Source: an optimization exercise on an open RTL-to-GDS flow (aim: small area, a short achievable clock period and few clock cycles). Production flows keep margins and buffers that such runs may drop. Only simulation tests tie the RTL to the original design; equivalence was not proved. Power figures rest on the tool's default switching activity, not on a simulated workload.

===== run.sh =====
#!/bin/bash
# synth_recipe.tcl (not shown) runs the flow's synth.tcl, then flattens the netlist and writes it again
# the make line also repeats each setting of config.mk as NAME=value (left out here)
make -C /OpenROAD-flow-scripts/flow DESIGN_CONFIG=/design/flow/config.mk WORK_HOME=/design/flow/orfs CLKGATE_MAP_FILE= SYNTH_SCRIPT=/design/flow/synth_recipe.tcl finish

===== config.mk =====
export PLATFORM = sky130hd
export DESIGN_NAME = mlc_core
export DESIGN_NICKNAME = mlc_core
export VERILOG_FILES = /design/flow/design.v
export SDC_FILE = /design/flow/constraint.sdc
export NUM_CORES = 4
export LEC_CHECK = 0
export CAP_MARGIN = 20
export CORE_MARGIN = 2
export CORE_UTILIZATION = 40
export PLACE_DENSITY = 0.6
export SLEW_MARGIN = 20

===== constraint.sdc =====
create_clock -name core_clock -period 8.0 [get_ports {clk}]
set_input_delay 1.6000 -clock core_clock [delete_from_list [all_inputs] [get_ports {clk}]]
set_output_delay 1.6000 -clock core_clock [all_outputs]
set_load 0.01 [all_outputs]

===== design.v =====
`timescale 1ns/1ps
module mlc_core (
    input             clk,
    input             rst,
    input             req,
    input             we,
    input      [1:0]  space,
    input      [7:0]  addr,
    input      [31:0] wdata,
    output reg [31:0] rdata,
    output            busy
);
    localparam FCAP = 32;
    localparam ECAP = 64;
    localparam RES_OK        = 4'd0;
    localparam RES_MISMATCH  = 4'd1;
    localparam RES_UNDERSIZE = 4'd2;
    localparam RES_CAP       = 4'd7;
    localparam RES_ILL       = 4'd8;
    reg [7:0]  fbuf [0:FCAP-1];
    reg [7:0]  ebuf [0:ECAP-1];
    reg [5:0]  flen;
    reg [6:0]  elen;
    reg [15:0] crc;
    reg [3:0]  res;
    reg        herr;
    reg        busy_r;
    reg [1:0]  eop;        
    reg        pmode;
    reg [6:0]  pk;
    reg [15:0] c0, c1, c2;
    reg [7:0]  ehold;
    assign busy = busy_r;
    function [7:0] nib;
        input [3:0] n;
        begin
            nib = {n[3], ~n[3], n[2], ~n[2], n[1], ~n[1], n[0], ~n[0]};
        end
    endfunction
    function [7:0] dec;
        input [15:0] w;
        reg [7:0] h, l;
        begin
            h = {w[15], w[13], w[11], w[9], w[7], w[5], w[3], w[1]};
            l = {w[14], w[12], w[10], w[8], w[6], w[4], w[2], w[0]};
            dec = ((h ^ l) == 8'hFF) ? h : 8'hFF;
        end
    endfunction
    function [15:0] step;
        input [15:0] c;
        input [7:0]  b;
        integer i;
        reg [15:0] r;
        begin
            r = c ^ {b, 8'h00};
            for (i = 0; i < 8; i = i + 1)
                r = r[15] ? ({r[14:0], 1'b0} ^ 16'h1021) : {r[14:0], 1'b0};
            step = r;
        end
    endfunction
    wire        wr_ok   = req & we & ~busy_r;
    wire        rd      = req & ~we;
    wire        sp_reg  = (space == 2'd0);
    wire        sp_fb   = (space == 2'd1);
    wire        sp_eb   = (space == 2'd2);
    wire        a_hi0   = (addr[7:6] == 2'd0);
    wire        fb_in   = a_hi0 & ~addr[5];
    wire        eb_in   = a_hi0;
    wire        fb_hw   = wr_ok & sp_fb & fb_in;
    wire        eb_hw   = wr_ok & sp_eb & eb_in;
    wire        issue   = wr_ok & sp_reg & (addr == 8'd0);
    wire [7:0]  opc     = wdata[31:24];
    wire        legal   = (wdata[23:0] == 24'd0) & (opc <= 8'd5);
    wire        is_crc  = issue & legal & (opc == 8'd1);
    wire        is_mkf  = issue & legal & (opc == 8'd2) & (flen <= 6'd30);
    wire        is_chk  = issue & legal & (opc == 8'd3) & (flen >= 6'd2);
    wire        is_enc  = issue & legal & (opc == 8'd4);
    wire        is_dec  = issue & legal & (opc == 8'd5);
    wire        is_fam  = is_crc | is_mkf | is_chk;
    wire        hit     = ~pmode & (pk == {1'b0, flen});
    wire        eng_go  = busy_r & ~hit;                  
    wire        done    = (is_fam & hit) | (busy_r & hit);
    wire [1:0]  dop     = busy_r ? eop : opc[1:0];
    wire        start   = is_fam & ~hit;
    wire [4:0]  fidx    = busy_r ? pk[4:0] : addr[4:0];
    wire [7:0]  fb_rd   = fbuf[fidx];
    wire        a_eq_k  = ({1'b0, addr[6:0]} == {1'b0, pk});
    wire        a_eq_k1 = ({1'b0, addr[6:0]} + 8'd1 == {1'b0, pk});
    wire        a_lt_k  = ({1'b0, addr[6:0]} < {1'b0, pk});
    wire        a_zero  = (addr[6:0] == 7'd0);
    wire [7:0]  edec    = dec({ehold, wdata[7:0]});
    reg  [1:0]  bsel;      
    reg  [7:0]  sbyte;
    always @(*) begin
        bsel  = 2'd0;
        sbyte = wdata[7:0];
        if (busy_r) begin
            sbyte = fb_rd;
        end else if (eb_hw) begin
            sbyte = edec;
            if (!a_eq_k) bsel = 2'd1;
        end else begin
            if (pmode || !a_eq_k) bsel = a_zero ? 2'd2 : 2'd1;
        end
    end
    wire [15:0] sbase = (bsel == 2'd0) ? c0 : (bsel == 2'd1) ? c1 : 16'hFFFF;
    wire [15:0] snext = step(sbase, sbyte);
    wire [5:0]  ndec    = elen[6:1];
    integer j;
    always @(posedge clk) begin
        if (!rst) begin
            if (fb_hw) fbuf[addr[4:0]] <= wdata[7:0];
            if (eb_hw) ebuf[addr[5:0]] <= wdata[7:0];
            if (is_enc)
                for (j = 0; j < FCAP; j = j + 1)
                    if (j < flen) begin
                        ebuf[2*j]   <= nib(fbuf[j][7:4]);
                        ebuf[2*j+1] <= nib(fbuf[j][3:0]);
                    end
            if (is_dec)
                for (j = 0; j < FCAP; j = j + 1)
                    if (j < ndec) fbuf[j] <= dec({ebuf[2*j], ebuf[2*j+1]});
            if (done && dop == 2'd2) begin
                fbuf[flen[4:0]]        <= c0[15:8];
                fbuf[flen[4:0] + 5'd1] <= c0[7:0];
            end
        end
    end
    always @(posedge clk) begin
        if (rst) begin
            flen   <= 6'd0;
            elen   <= 7'd0;
            crc    <= 16'hFFFF;
            res    <= RES_OK;
            herr   <= 1'b0;
            busy_r <= 1'b0;
            eop    <= 2'd0;
            rdata  <= 32'd0;
            pmode  <= 1'b0;
            pk     <= 7'd0;
            c0     <= 16'hFFFF;
            c1     <= 16'hFFFF;
            c2     <= 16'hFFFF;
            ehold  <= 8'd0;
        end else begin
            if (rd) begin
                rdata <= 32'd0;
                case (space)
                    2'd0: begin
                        case (addr)
                            8'd1: rdata <= {23'd0, herr, res, 3'd0, busy_r};
                            8'd2: rdata <= {26'd0, flen};
                            8'd3: rdata <= {25'd0, elen};
                            8'd4: rdata <= {16'd0, crc};
                            8'd6: rdata <= ECAP;
                            default: rdata <= 32'd0;
                        endcase
                    end
                    2'd1: begin
                        if (fb_in) rdata <= {24'd0, fb_rd};
                        else if (!busy_r) herr <= 1'b1;
                    end
                    2'd2: begin
                        if (eb_in) rdata <= {24'd0, ebuf[addr[5:0]]};
                        else if (!busy_r) herr <= 1'b1;
                    end
                    default: ;
                endcase
            end
            if (req & we & busy_r) begin
                if (!(sp_reg && addr >= 8'd7) && space != 2'd3)
                    herr <= 1'b1;
            end
            if (wr_ok & sp_reg) begin
                case (addr)
                    8'd0: begin
                        if (!legal) res <= RES_ILL;
                        else if (opc == 8'd2 && flen > 6'd30) res <= RES_CAP;
                        else if (opc == 8'd3 && flen < 6'd2) res <= RES_UNDERSIZE;
                        else if (!start) res <= RES_OK;
                    end
                    8'd2: begin
                        if (wdata <= FCAP) flen <= wdata[5:0];
                        else herr <= 1'b1;
                    end
                    8'd3: begin
                        if (wdata <= ECAP) elen <= wdata[6:0];
                        else herr <= 1'b1;
                    end
                    8'd1, 8'd4, 8'd5, 8'd6: herr <= 1'b1;
                    default: ;
                endcase
            end
            if ((wr_ok & sp_fb & ~fb_in) | (wr_ok & sp_eb & ~eb_in))
                herr <= 1'b1;
            if (is_enc) elen <= {flen, 1'b0};
            if (is_dec) flen <= ndec;
            if (start) begin
                busy_r <= 1'b1;
                eop    <= opc[1:0];
            end
            if (done) begin
                busy_r <= 1'b0;
                case (dop)
                    2'd3: begin
                        crc <= c2;
                        res <= (c0 == 16'h0000) ? RES_OK : RES_MISMATCH;
                    end
                    2'd2: begin
                        crc  <= c0;
                        flen <= flen + 6'd2;
                        res  <= RES_OK;
                    end
                    default: begin
                        crc <= c0;
                        res <= RES_OK;
                    end
                endcase
            end
            if (busy_r) begin
                if (!hit) begin
                    pk <= pk + 7'd1;
                    c0 <= snext; c1 <= c0; c2 <= c1;
                end
            end else if (start) begin
                if (pmode || pk > {1'b0, flen}) begin
                    pmode <= 1'b0;
                    pk    <= 7'd0;
                    c0    <= 16'hFFFF;
                end
            end else if (is_dec) begin
                if (pmode) begin
                    pmode <= 1'b0;
                    if (pk[6:1] <= ndec) begin
                        pk <= {1'b0, pk[6:1]};
                    end else begin
                        pk <= 7'd0;
                        c0 <= 16'hFFFF;
                    end
                end else if (ndec != 6'd0) begin
                    pk <= 7'd0;
                    c0 <= 16'hFFFF;
                end
            end else if (is_enc) begin
                if (pmode && flen != 6'd0) begin
                    pk <= 7'd0;
                    c0 <= 16'hFFFF;
                end
            end else if (fb_hw) begin
                if (!pmode && a_eq_k) begin
                    pk <= pk + 7'd1;
                    c0 <= snext; c1 <= c0; c2 <= c1;
                end else if (a_zero) begin
                    pmode <= 1'b0;
                    pk <= 7'd1;
                    c0 <= snext; c1 <= 16'hFFFF;
                end else if (!pmode && a_eq_k1) begin
                    c0 <= snext;
                end else if (!pmode && a_lt_k) begin
                    pk <= 7'd0;
                    c0 <= 16'hFFFF;
                end
            end else if (eb_hw) begin
                if (pmode && a_eq_k) begin
                    pk <= pk + 7'd1;
                    if (addr[0]) begin
                        c0 <= snext; c1 <= c0; c2 <= c1;
                    end else begin
                        ehold <= wdata[7:0];
                    end
                end else if (a_zero) begin
                    pmode <= 1'b1;
                    pk    <= 7'd1;
                    c0    <= 16'hFFFF;
                    ehold <= wdata[7:0];
                end else if (pmode && a_eq_k1) begin
                    if (addr[0]) c0 <= snext;
                    else ehold <= wdata[7:0];
                end else if (pmode && a_lt_k) begin
                    pk <= 7'd0;
                    c0 <= 16'hFFFF;
                end
            end
        end
    end
endmodule

==> results.sh, run 1 <==
export IMPL_drc=0
export IMPL_met1_length_mm=100
export IMPL_ios=79
export IMPL_r2r_end="fbuf[8][5]"
export IMPL_cpMaxStageDelayCell="o21bai_1"
export IMPL_yosysMostFrequentCell="nand2_1"
export IMPL_fmax_mhz=157
export IMPL_rsz0062_at_grt="no"
export IMPL_nets=5606
export IMPL_worst_hold_path_endpoint="crc[9]"
export IMPL_cpMostUsedCell="buf_4"
export IMPL_status="complete, no violations"
export IMPL_worst_ep_required_time_ns=8.38
export IMPL_clockBufferDepth=3
export IMPL_cts_root_buf="clkbuf_16"
export IMPL_viasPerCell=6.90
export IMPL_htreeDepth=3
export IMPL_slew_viol_final=0
export IMPL_hold_viol_final=0
export IMPL_async_reset_ff_share_pct=0
export IMPL_layout_drive_gt1_share_pct=9.48
export IMPL_ys_top_cells_by_count="nand2_1 (955), edfxtp_1 (768), nor2_1 (693), a21oi_1 (494), clkbuf_1 (337)"
export IMPL_setup_worst_path_class="in2reg"
export IMPL_netlist_area_sq_um=50700
export IMPL_grt_pass1_wl_mm=380
export IMPL_syn_instance_count=5520
export IMPL_gp_congestion=1.10
export IMPL_drt_iter0_markers=9323
export IMPL_synth_top_area_share_pct=45.5
export IMPL_synth_ff_type="edfxtp_1"
export IMPL_core_area_sq_um=126000
export IMPL_slowest_delay_ns=0.78
export IMPL_fill_cells=12100
export IMPL_postCtsResizedCells=0
export IMPL_vias=50200
export IMPL_worst_pin_slew_ns=1.28
export IMPL_setup_worst_path_end_class="flip-flop"
export IMPL_vdd_drop_max_uv=178
export IMPL_avgRoutedWirePerCell_um=38.7
export IMPL_regArea_sq_um=25400
export IMPL_ys_ff_latch=885
export IMPL_cp_cell_sequence="clkdlybuf4s50_1, buf_4, or3_1, buf_4, nor4_2, nand4_1, nor3_1, o21ai_2, or3_1, buf_4, mux2i_1, nand2b_1, o21bai_1"
export IMPL_relSlewSlack_pct=13.8
export IMPL_p_leak_nw=19.2
export IMPL_cap_viol_max_count=0
export IMPL_die_w_um=360
export IMPL_initial_core_util_pct=40.3
export IMPL_setup_viol=0
export IMPL_cp_num_buf_inv=4
export IMPL_grt_pass1_vias=45400
export IMPL_cts_tree="built"
export IMPL_comb_power_share_pct=8.3
export IMPL_min_period_ns=6.36
export IMPL_area_growth_pct=13.0
export IMPL_fin_worst_skew_ns=0.0463
export IMPL_top_layer="met5"
export IMPL_synth_edff_count=768
export IMPL_seq_area_frac_synth_pct=50.1
export IMPL_wl_met2_mm=113
export IMPL_p_switching_mw=2.73
export IMPL_worstSetupPathDepth=13
export IMPL_fin_hold_ws_ns=0.461
export IMPL_yosys_cell_types_count=84
export IMPL_hold_buffers=0
export IMPL_die_h_um=360
export IMPL_cp_max_fo=19
export IMPL_track_usage_pct=42.1
export IMPL_routed_wl_mm=281
export IMPL_detail_route_antenna_nets=0
export IMPL_seqPwrFrac_pct=46.7
export IMPL_post_cts_setup_buffers=0
export IMPL_grt_remaining_overflow=0
export IMPL_antenna_found_initial=20
export IMPL_hpwl_mm=202
export IMPL_internal_power_mw=7.99
export IMPL_synth_area_per_cell_sq_um=9.19
export IMPL_critPathLaunchType="input pin"
export IMPL_numCtsBuffers=101
export IMPL_fin_tns_setup_ns=0
export IMPL_hold_path_class="reg2reg"
export IMPL_ys_top_cells_by_area="edfxtp_1 (45%), nand2_1 (7.1%), nor2_1 (5.1%)"
export IMPL_die_area_sq_um=130000
export IMPL_crit_start="addr[3]"
export IMPL_cts_sinks=885
export IMPL_wl_met3_mm=43.0
export IMPL_ys_warn_count=1
export IMPL_r2r_start="flen[2]"
export IMPL_holdCritStartpoint="crc[9]"
export IMPL_arrival_ns=6.74
export IMPL_io_buffers=62
export IMPL_rows=130
export IMPL_dr_pass1_iters=7
export IMPL_multiInputGateArea_sq_um=23900
export IMPL_p_clk_share_pct=45.0
export IMPL_clk_latency_ns=0.78
export IMPL_cp_top_family="simple AND/OR/NAND/NOR gates"
export IMPL_r2r_slack_ns=1.93
export IMPL_clk_pin_slew_ns=0.06
export IMPL_p_sw_share_pct=25.5
export IMPL_reg2reg_depth=12
export IMPL_powerDensity_nw_per_um2=187
export IMPL_grt_start_max_net_pins=88
export IMPL_timing_final_crit_share_pct=79.5
export IMPL_synth_area_leader_cell="edfxtp_1"
export IMPL_holdPathStages=1
cell families (layout without fill, tap and decap cells):
kind of cell	Yosys count	after routing	synth area share (%)
multiplexers	131	131	2.81
other	1	29	0.00739
AO/OA/AOI/OAI	1545	1545	19.0
XOR/XNOR	295	295	5.09
buffers and inverters	462	536	3.58
adder cells (fa/ha/maj)	37	37	0.913
AND/OR/NAND/NOR	2164	2164	18.5
flip-flops	885	885	50.1
worst max-delay path by stage:
| stage | endpoint | slack, ns |
|---|---|---|
| finish | fbuf[8][5] | 1.64 |
| global route | fbuf[8][6] | 1.62 |
| CTS | fbuf[10][5] | 1.85 |
| detailed placement | fbuf[10][1] | 1.03 |
| global placement | fbuf[10][1] | 1.13 |
| floorplan | fbuf[13][0] | 1.94 |
stage by stage:
step           instances  total power, mW  setup slack [ns]  utilization (%)  area (sq um)
2_1_floorplan       5535             5.53              1.94                -         50800
6_report            7272             10.7              1.64             45.6         57300
3_5_place_dp        7067             5.94              1.03             42.9         53900
3_3_place_gp        7065             5.93              1.13             42.8         53800
4_1_cts             7256             10.7              1.85             45.5         57200
5_1_grt             7259             10.9              1.62             45.6         57300
metal layers:
| layer | vias up | GRT usage (%) |
|---|---|---|
| met5 | - | 0.481 |
| li1 | 20300 | - |
| met3 | 1119 | 14.3 |
| met2 | 4632 | 58.8 |
| met4 | 12 | 30.8 |
| met1 | 24100 | 54.0 |
worst register-to-register path: cells and delay by family (launching register included):
| family | cells | cell delay, ns |
|---|---|---|
| simple gates | 4 | 1.04 |
| mux | 1 | 0.80 |
| flops | 1 | 0.45 |
| fa+ha+maj | 1 | 0.45 |
| compound gates | 3 | 1.49 |
| buf+inv | 3 | 1.47 |
power by group through the flow:
stage	clock [mW]	combinational (mW)	sequential (mW)
2_1_floorplan	0	0.425	5.11
3_3_place_gp	0	0.822	5.11
3_5_place_dp	0	0.828	5.11
4_1_cts	4.82	0.831	5.01
5_1_grt	5.00	0.897	5.01
6_report	4.82	0.890	5.01
flip-flops by register name (all words and copies together), names as in the netlist, 2 cells and up:
register / cells
fbuf: 256
flen: 6
eop: 2
c1: 16
elen: 7
pk: 7
c0: 16
ebuf: 512
c2: 16
ehold: 8
res: 4
rdata: 16
crc: 16
cell type report:
class	count	area share, %
Sequential cell	885	44.3
Multi-Input combinational cell	4188	41.7
Clock buffer	123	4.74
Timing Repair Buffer	297	4.20
Tap cell	1650	3.60
Clock inverter	66	1.07
Inverter	50	0.327
Antenna cell	13	0.0568
cell usage in the layout (no fill, tap or decap), drive strengths merged, types with 51 or more instances in the layout:
master / n
nor2: 693
nand4: 59
a22oi: 171
a221oi: 54
nor4: 78
nand2: 955
a31oi: 66
mux2i: 102
o21ai: 234
edfxtp: 768
clkbuf: 123
xnor2: 214
a22o: 51
buf: 247
a21oi: 494
nand3: 88
xor2: 81
nor2b: 60
dfxtp: 117
o22ai: 280
Testbench counts, summed over its fixed seeds: cycles 11,433.
==> run 2, diff against run 1 <==
--- a/design.v
+++ b/design.v
@@ -19,4 +19,6 @@
     localparam RES_ILL       = 4'd8;
-    reg [7:0]  fbuf [0:FCAP-1];
-    reg [7:0]  ebuf [0:ECAP-1];
+    reg [7:0]  fst [0:FCAP-1];    
+    reg [7:0]  est [0:ECAP-1];    
+    reg [31:0] sm;                
+    reg [31:0] sd;                
     reg [5:0]  flen;
@@ -28,2 +30,3 @@
     reg [1:0]  eop;        
+    reg [4:0]  ei;         
     reg        pmode;
@@ -33,6 +36,6 @@
     assign busy = busy_r;
-    function [7:0] nib;
+    function [7:0] nib2;
         input [3:0] n;
         begin
-            nib = {n[3], ~n[3], n[2], ~n[2], n[1], ~n[1], n[0], ~n[0]};
+            nib2 = {n[3], ~n[3], n[2], ~n[2], n[1], ~n[1], n[0], ~n[0]};
         end
@@ -79,9 +82,81 @@
     wire        is_fam  = is_crc | is_mkf | is_chk;
+    wire [5:0]  ndec    = elen[6:1];
+    wire [5:0]  flen1   = flen + 6'd1;
+    wire [31:0] fmask, nmask;
+    genvar g;
+    generate
+        for (g = 0; g < FCAP; g = g + 1) begin : gmask
+            assign fmask[g] = (g < flen);
+            assign nmask[g] = (g < ndec);
+        end
+    endgenerate
     wire        hit     = ~pmode & (pk == {1'b0, flen});
-    wire        eng_go  = busy_r & ~hit;                  
-    wire        done    = (is_fam & hit) | (busy_r & hit);
+    wire        mconf   = sm[flen[4:0]] | sm[flen1[4:0]];     
+    wire        dconf   = |(sd & fmask);                      
+    wire        fam_b   = busy_r & (eop != 2'd0);
+    wire        enc_b   = busy_r & (eop == 2'd0);
+    wire        eng_ext = fam_b & ~hit;
+    wire        eng_mat = fam_b & hit & (eop == 2'd2) & mconf;
+    wire        done    = (is_fam & hit & ~(is_mkf & mconf)) | (fam_b & hit & ~((eop == 2'd2) & mconf));
     wire [1:0]  dop     = busy_r ? eop : opc[1:0];
-    wire        start   = is_fam & ~hit;
-    wire [4:0]  fidx    = busy_r ? pk[4:0] : addr[4:0];
-    wire [7:0]  fb_rd   = fbuf[fidx];
+    wire        mkf_done = done & (dop == 2'd2);
+    wire        start   = is_fam & ~(hit & ~(is_mkf & mconf));
+    wire        enc_now = (is_enc & ~dconf) | (enc_b & ~dconf);
+    wire        enc_start = is_enc & dconf;
+    wire        enc_mat = enc_b & dconf & sd[ei] & fmask[ei];
+    reg  [4:0]  x;
+    always @(*) begin
+        if (!busy_r)         x = sp_fb ? addr[4:0] : addr[5:1];
+        else if (eop == 2'd0) x = ei;
+        else if (!hit)       x = pk[4:0];
+        else if (sm[flen[4:0]]) x = flen[4:0];
+        else                 x = flen1[4:0];
+    end
+    wire [7:0]  f_rd    = fst[x];
+    wire [15:0] p_rd    = {est[{x, 1'b0}], est[{x, 1'b1}]};
+    wire        m_x     = sm[x];
+    wire        d_x     = sd[x];
+    wire [7:0]  p_dec   = dec(p_rd);
+    wire [7:0]  v_f     = d_x ? p_dec : f_rd;                  
+    wire [7:0]  v_e0    = m_x ? nib2(f_rd[7:4]) : p_rd[15:8];   
+    wire [7:0]  v_e1    = m_x ? nib2(f_rd[3:0]) : p_rd[7:0];    
+    wire        mat_e   = ((fb_hw | eb_hw) & m_x) | eng_mat;
+    wire        mat_f   = (eb_hw & d_x) | enc_mat;
+    wire [7:0]  fbus    = fb_hw ? wdata[7:0] : p_dec;
+    wire [7:0]  fbus_ev = mkf_done ? (flen[0] ? c0[7:0] : c0[15:8]) : fbus;
+    wire [7:0]  fbus_od = mkf_done ? (flen[0] ? c0[15:8] : c0[7:0]) : fbus;
+    wire [7:0]  ebus_ev = (eb_hw & ~addr[0]) ? wdata[7:0] : nib2(f_rd[7:4]);
+    wire [7:0]  ebus_od = (eb_hw &  addr[0]) ? wdata[7:0] : nib2(f_rd[3:0]);
+    generate
+        for (g = 0; g < FCAP; g = g + 1) begin : gslot
+            wire xs   = (x == g);
+            wire f_we = (xs & (fb_hw | mat_f)) |
+                        (mkf_done & ((flen[4:0] == g) | (flen1[4:0] == g)));
+            wire e0_we = (xs & mat_e) | (eb_hw & (addr[5:0] == 2*g));
+            wire e1_we = (xs & mat_e) | (eb_hw & (addr[5:0] == 2*g+1));
+            always @(posedge clk) begin
+                if (!rst) begin
+                    if (f_we)  fst[g]     <= (g % 2 == 0) ? fbus_ev : fbus_od;
+                    if (e0_we) est[2*g]   <= ebus_ev;
+                    if (e1_we) est[2*g+1] <= ebus_od;
+                end
+            end
+            always @(posedge clk) begin
+                if (rst) begin
+                    sm[g] <= 1'b0;
+                    sd[g] <= 1'b0;
+                end else begin
+                    if (enc_now & fmask[g])
+                        sm[g] <= 1'b1;
+                    else if (xs & mat_e)
+                        sm[g] <= 1'b0;
+                    if (is_dec & nmask[g] & ~sm[g])
+                        sd[g] <= 1'b1;
+                    else if ((xs & (fb_hw | mat_f)) |
+                             (mkf_done & ((flen[4:0] == g) | (flen1[4:0] == g))))
+                        sd[g] <= 1'b0;
+                end
+            end
+        end
+    endgenerate
     wire        a_eq_k  = ({1'b0, addr[6:0]} == {1'b0, pk});
@@ -97,3 +172,3 @@
         if (busy_r) begin
-            sbyte = fb_rd;
+            sbyte = v_f;
         end else if (eb_hw) begin
@@ -107,23 +182,2 @@
     wire [15:0] snext = step(sbase, sbyte);
-    wire [5:0]  ndec    = elen[6:1];
-    integer j;
-    always @(posedge clk) begin
-        if (!rst) begin
-            if (fb_hw) fbuf[addr[4:0]] <= wdata[7:0];
-            if (eb_hw) ebuf[addr[5:0]] <= wdata[7:0];
-            if (is_enc)
-                for (j = 0; j < FCAP; j = j + 1)
-                    if (j < flen) begin
-                        ebuf[2*j]   <= nib(fbuf[j][7:4]);
-                        ebuf[2*j+1] <= nib(fbuf[j][3:0]);
-                    end
-            if (is_dec)
-                for (j = 0; j < FCAP; j = j + 1)
-                    if (j < ndec) fbuf[j] <= dec({ebuf[2*j], ebuf[2*j+1]});
-            if (done && dop == 2'd2) begin
-                fbuf[flen[4:0]]        <= c0[15:8];
-                fbuf[flen[4:0] + 5'd1] <= c0[7:0];
-            end
-        end
-    end
     always @(posedge clk) begin
@@ -137,2 +191,3 @@
             eop    <= 2'd0;
+            ei     <= 5'd0;
             rdata  <= 32'd0;
@@ -159,3 +214,3 @@
                     2'd1: begin
-                        if (fb_in) rdata <= {24'd0, fb_rd};
+                        if (fb_in) rdata <= {24'd0, v_f};
                         else if (!busy_r) herr <= 1'b1;
@@ -163,3 +218,3 @@
                     2'd2: begin
-                        if (eb_in) rdata <= {24'd0, ebuf[addr[5:0]]};
+                        if (eb_in) rdata <= {24'd0, addr[0] ? v_e1 : v_e0};
                         else if (!busy_r) herr <= 1'b1;
@@ -179,3 +234,3 @@
                         else if (opc == 8'd3 && flen < 6'd2) res <= RES_UNDERSIZE;
-                        else if (!start) res <= RES_OK;
+                        else if (!start && !enc_start) res <= RES_OK;
                     end
@@ -195,4 +250,14 @@
                 herr <= 1'b1;
-            if (is_enc) elen <= {flen, 1'b0};
             if (is_dec) flen <= ndec;
+            if (enc_start) begin
+                busy_r <= 1'b1;
+                eop    <= 2'd0;
+                ei     <= 5'd0;
+            end
+            if (enc_b) ei <= ei + 5'd1;
+            if (enc_now) begin
+                elen   <= {flen, 1'b0};
+                res    <= RES_OK;
+                busy_r <= 1'b0;
+            end
             if (start) begin
@@ -220,3 +285,3 @@
             if (busy_r) begin
-                if (!hit) begin
+                if (eng_ext) begin
                     pk <= pk + 7'd1;
==> results.sh, run 2 <==
export IMPL_status="complete, no violations"
export IMPL_setup_ws_ns=0.261
export IMPL_p_leak_nw=19.0
export IMPL_largest_register_ffs=512
export IMPL_grt_start_max_net_pins=145
export IMPL_async_reset_ff_share_pct=0
export IMPL_area_growth_pct=21.5
export IMPL_ys_warn_count=3
export IMPL_worst_pin_slew_ns=1.08
export IMPL_drt_iter0_markers=7160
export IMPL_timing_final_crit_share_pct=96.7
export IMPL_setup_worst_path_class="in2reg"
export IMPL_relSlewSlack_pct=27.5
export IMPL_cts_root_buf="clkbuf_16"
export IMPL_vdd_drop_max_uv=198
export IMPL_yosys_cell_types_count=90
export IMPL_cts_sinks=954
export IMPL_hold_viol_final=0
export IMPL_antenna_found_initial=7
export IMPL_die_h_um=340
export IMPL_synth_area_leader_cell="edfxtp_1"
export IMPL_viasPerCell=6.66
export IMPL_ys_top_cells_by_area="edfxtp_1 (51%), dfxtp_1 (8.3%), nand2_1 (3.6%)"
export IMPL_fmax_mhz=129
export IMPL_nets=4430
export IMPL_yosysMostFrequentCell="edfxtp_1"
export IMPL_worst_ep_required_time_ns=8.59
export IMPL_cap_viol_max_count=0
export IMPL_post_cts_setup_buffers=0
export IMPL_hold_path_class="reg2reg"
export IMPL_synth_simple_area_share_pct=13.4
export IMPL_synth_compound_area_share_pct=16.2
export IMPL_hpwl_mm=158
export IMPL_seq_area_frac_synth_pct=59.4
export IMPL_setup_viol=0
export IMPL_initial_core_util_pct=40.2
export IMPL_core_area_sq_um=112000
export IMPL_setup_worst_path_end_class="flip-flop"
export IMPL_rows=123
export IMPL_fin_worst_skew_ns=0.0343
export IMPL_synth_mux_area_share_pct=5.69
export IMPL_hold_buffers=0
export IMPL_io_buffers=62
export IMPL_ys_ff_latch=954
export IMPL_final_common_cell="edfxtp_1"
export IMPL_grt_remaining_overflow=0
export IMPL_arrival_ns=8.33
export IMPL_synth_xor_area_share_pct=1.01
export IMPL_critPathLaunchType="input pin"
export IMPL_grt_pass1_wl_mm=295
export IMPL_clk_latency_ns=0.72
export IMPL_syn_instance_count=3939
export IMPL_synth_area_per_cell_sq_um=11.4
export IMPL_avgRoutedWirePerCell_um=36.3
export IMPL_ios=79
export IMPL_powerDensity_nw_per_um2=209
export IMPL_clockBufferDepth=3
export IMPL_gp_congestion=1.08
export IMPL_synth_top_family_by_area="compound AO/OA/AOI/OAI gates"
export IMPL_numCtsBuffers=101
export IMPL_drc=0
export IMPL_final_cell_mix="edfxtp_1 (768), buf_4 (441), nand2_1 (430), nor2_1 (311), a21oi_1 (282)"
export IMPL_slew_viol_final=0
export IMPL_routed_wl_mm=215
export IMPL_place_ws_ns=-0.642
export IMPL_ys_top_cells_by_count="edfxtp_1 (768), nand2_1 (431), nor2_1 (317), a21oi_1 (285), clkbuf_1 (206)"
export IMPL_synth_ff_type="edfxtp_1"
export IMPL_grt_pass1_vias=36600
export IMPL_largest_register="est"
export IMPL_die_area_sq_um=115000
export IMPL_vias=39500
export IMPL_r2r_slack_ns=0.67
export IMPL_fin_hold_ws_ns=0.458
export IMPL_dr_pass1_iters=6
export IMPL_rsz0062_at_grt="no"
export IMPL_min_period_ns=7.74
export IMPL_htreeDepth=3
export IMPL_largestRegisters="est: 512 flops, fst: 256 flops"
export IMPL_layout_drive_gt1_share_pct=18.8
export IMPL_synth_top_area_share_pct=51.2
export IMPL_fin_tns_setup_ns=0
export IMPL_detail_route_antenna_nets=0
export IMPL_die_w_um=340
export IMPL_clk_pin_slew_ns=0.06
export IMPL_postCtsResizedCells=0
export IMPL_netlist_area_sq_um=45100
export IMPL_synth_edff_count=768
export IMPL_cp_max_fo=9
export IMPL_cts_tree="built"
export IMPL_track_usage_pct=36.4
export IMPL_synth_adder_area_share_pct=1.25
==> run 2: cell types whose count changed in the layout (fill, tap and decap cells not counted), moves of 181 or more <==
cell and change:
xnor2_1 -181, buf_4 +214, o22ai_1 -199, nand2_1 -525
nor2_1 -362, a21oi_1 -212
==> run 2: stage by stage <==
step | util (%) | instances | cell area [sq um] | power (mW)
2_1_floorplan | - | 3954 | 45100 | 5.99
3_3_place_gp | 45.8 | 5736 | 51300 | 6.70
3_5_place_dp | 45.8 | 5736 | 51400 | 6.70
4_1_cts | 48.7 | 5922 | 54700 | 11.4
5_1_grt | 48.8 | 5922 | 54700 | 11.7
6_report | 48.8 | 5929 | 54700 | 11.5
==> run 2: layer usage <==
metal / wire length (um) / vias up / track usage (%)
met4: 13500 / 6 / 19.2
met2: 89700 / 3165 / 52.1
met3: 27600 / 644 / 9.55
met5: 38 / - / 0
met1: 84200 / 19600 / 50.5
li1: - / 16000 / -
==> run 2: cell families (layout without fill, tap and decap cells) <==
group                    Yosys count  after routing
XOR/XNOR                          51             51
flip-flops                       954            954
buffers and inverters            332            800
adder cells (fa/ha/maj)           45             45
AO/OA/AOI/OAI                   1063           1063
AND/OR/NAND/NOR                 1280           1280
multiplexers                     213            213
other                              1             23
==> run 2: area by class of cell <==
class,instances,area (sq um)
fillers,10100,57500
flip-flops and latches,954,26800
multi-input cells,2668,17300
repair buffers,571,5300
clock buffers,119,2620
well taps,1500,1880
clock inverters,67,723
inverters,43,161
diodes,7,17.5
==> run 2: path summary, 6_finish.rpt <==
check | cells past startpoint | start | endpoint
max reg2reg | 25 | flen[0] | c0[15]
min | 2 | rdata[13] | rdata[13]
min reg2reg | 2 | rdata[13] | rdata[13]
max | 26 | space[1] | c0[15]
==> run 2: critical path: stages <==
cell             delay (ns)
clkdlybuf4s50_1        0.42
inv_1                  0.09
ha_2                   0.39
mux2i_1                0.22
o2bb2ai_1              0.10
buf_4                  0.17
a221o_1                0.34
nand2_1                0.15
mux2_2                 0.43
buf_4                  0.23
nor2_1                 0.10
a32o_1                 0.30
a211oi_1               0.42
o2111ai_1              0.27
o32ai_2                0.65
xor2_1                 0.23
nand3_1                0.42
buf_4                  0.32
buf_4                  0.15
nor4b_1                0.44
buf_4                  0.20
a211oi_1               0.08
xnor2_1                0.14
buf_4                  0.16
xnor2_1                0.12
o22a_1                 0.15
==> run 2: report_power, final <==
| group | leakage (nW) | switching [mW] | internal, mW |
|---|---|---|---|
| sequential | 8.96 | 0.00120 | 5.38 |
| clock | 1.61 | 2.07 | 2.73 |
| combinational | 8.45 | 0.854 | 0.424 |
| total | 19.0 | 2.92 | 8.54 |
Testbench counts of run 2, summed over its fixed seeds: cycles 11,503.

-- separate check: timing with driven ports --
How much do the figures lean on ideal ports? The routed layouts below were timed once more, with nothing changed but the port constraints. Step 1: set_driving_cell puts a clkbuf_16 on clk and a buf_2 on each other input, an assumption about the parent block. Step 2 moves the port delays by t, midway between the first and last clock arrival at a register: inputs arrive t later, outputs are due t later. That takes back most of the time a late clock gives input paths. a / b / c = no drivers / after step 1 / after step 2; a / b = the first two.
run	t, ns	setup slack, ns	worst hold slack (ns)	worst setup path at the end	slew at the worst register clock pin (ns)
run 1	0.832	1.641 / 1.692 / 0.860	0.461 / 0.461 / 0.461	input to register	0.07 / 0.07
run 2	0.772	0.261 / 0.310 / -0.463	0.458 / 0.458 / 0.458	input to register	0.07 / 0.07
With both steps, setup timing fails in run 2, where it was met with ideal ports. The setup slack of run 1, which loses most, moves by +0.051 ns with the drivers and by -0.781 ns with both steps.
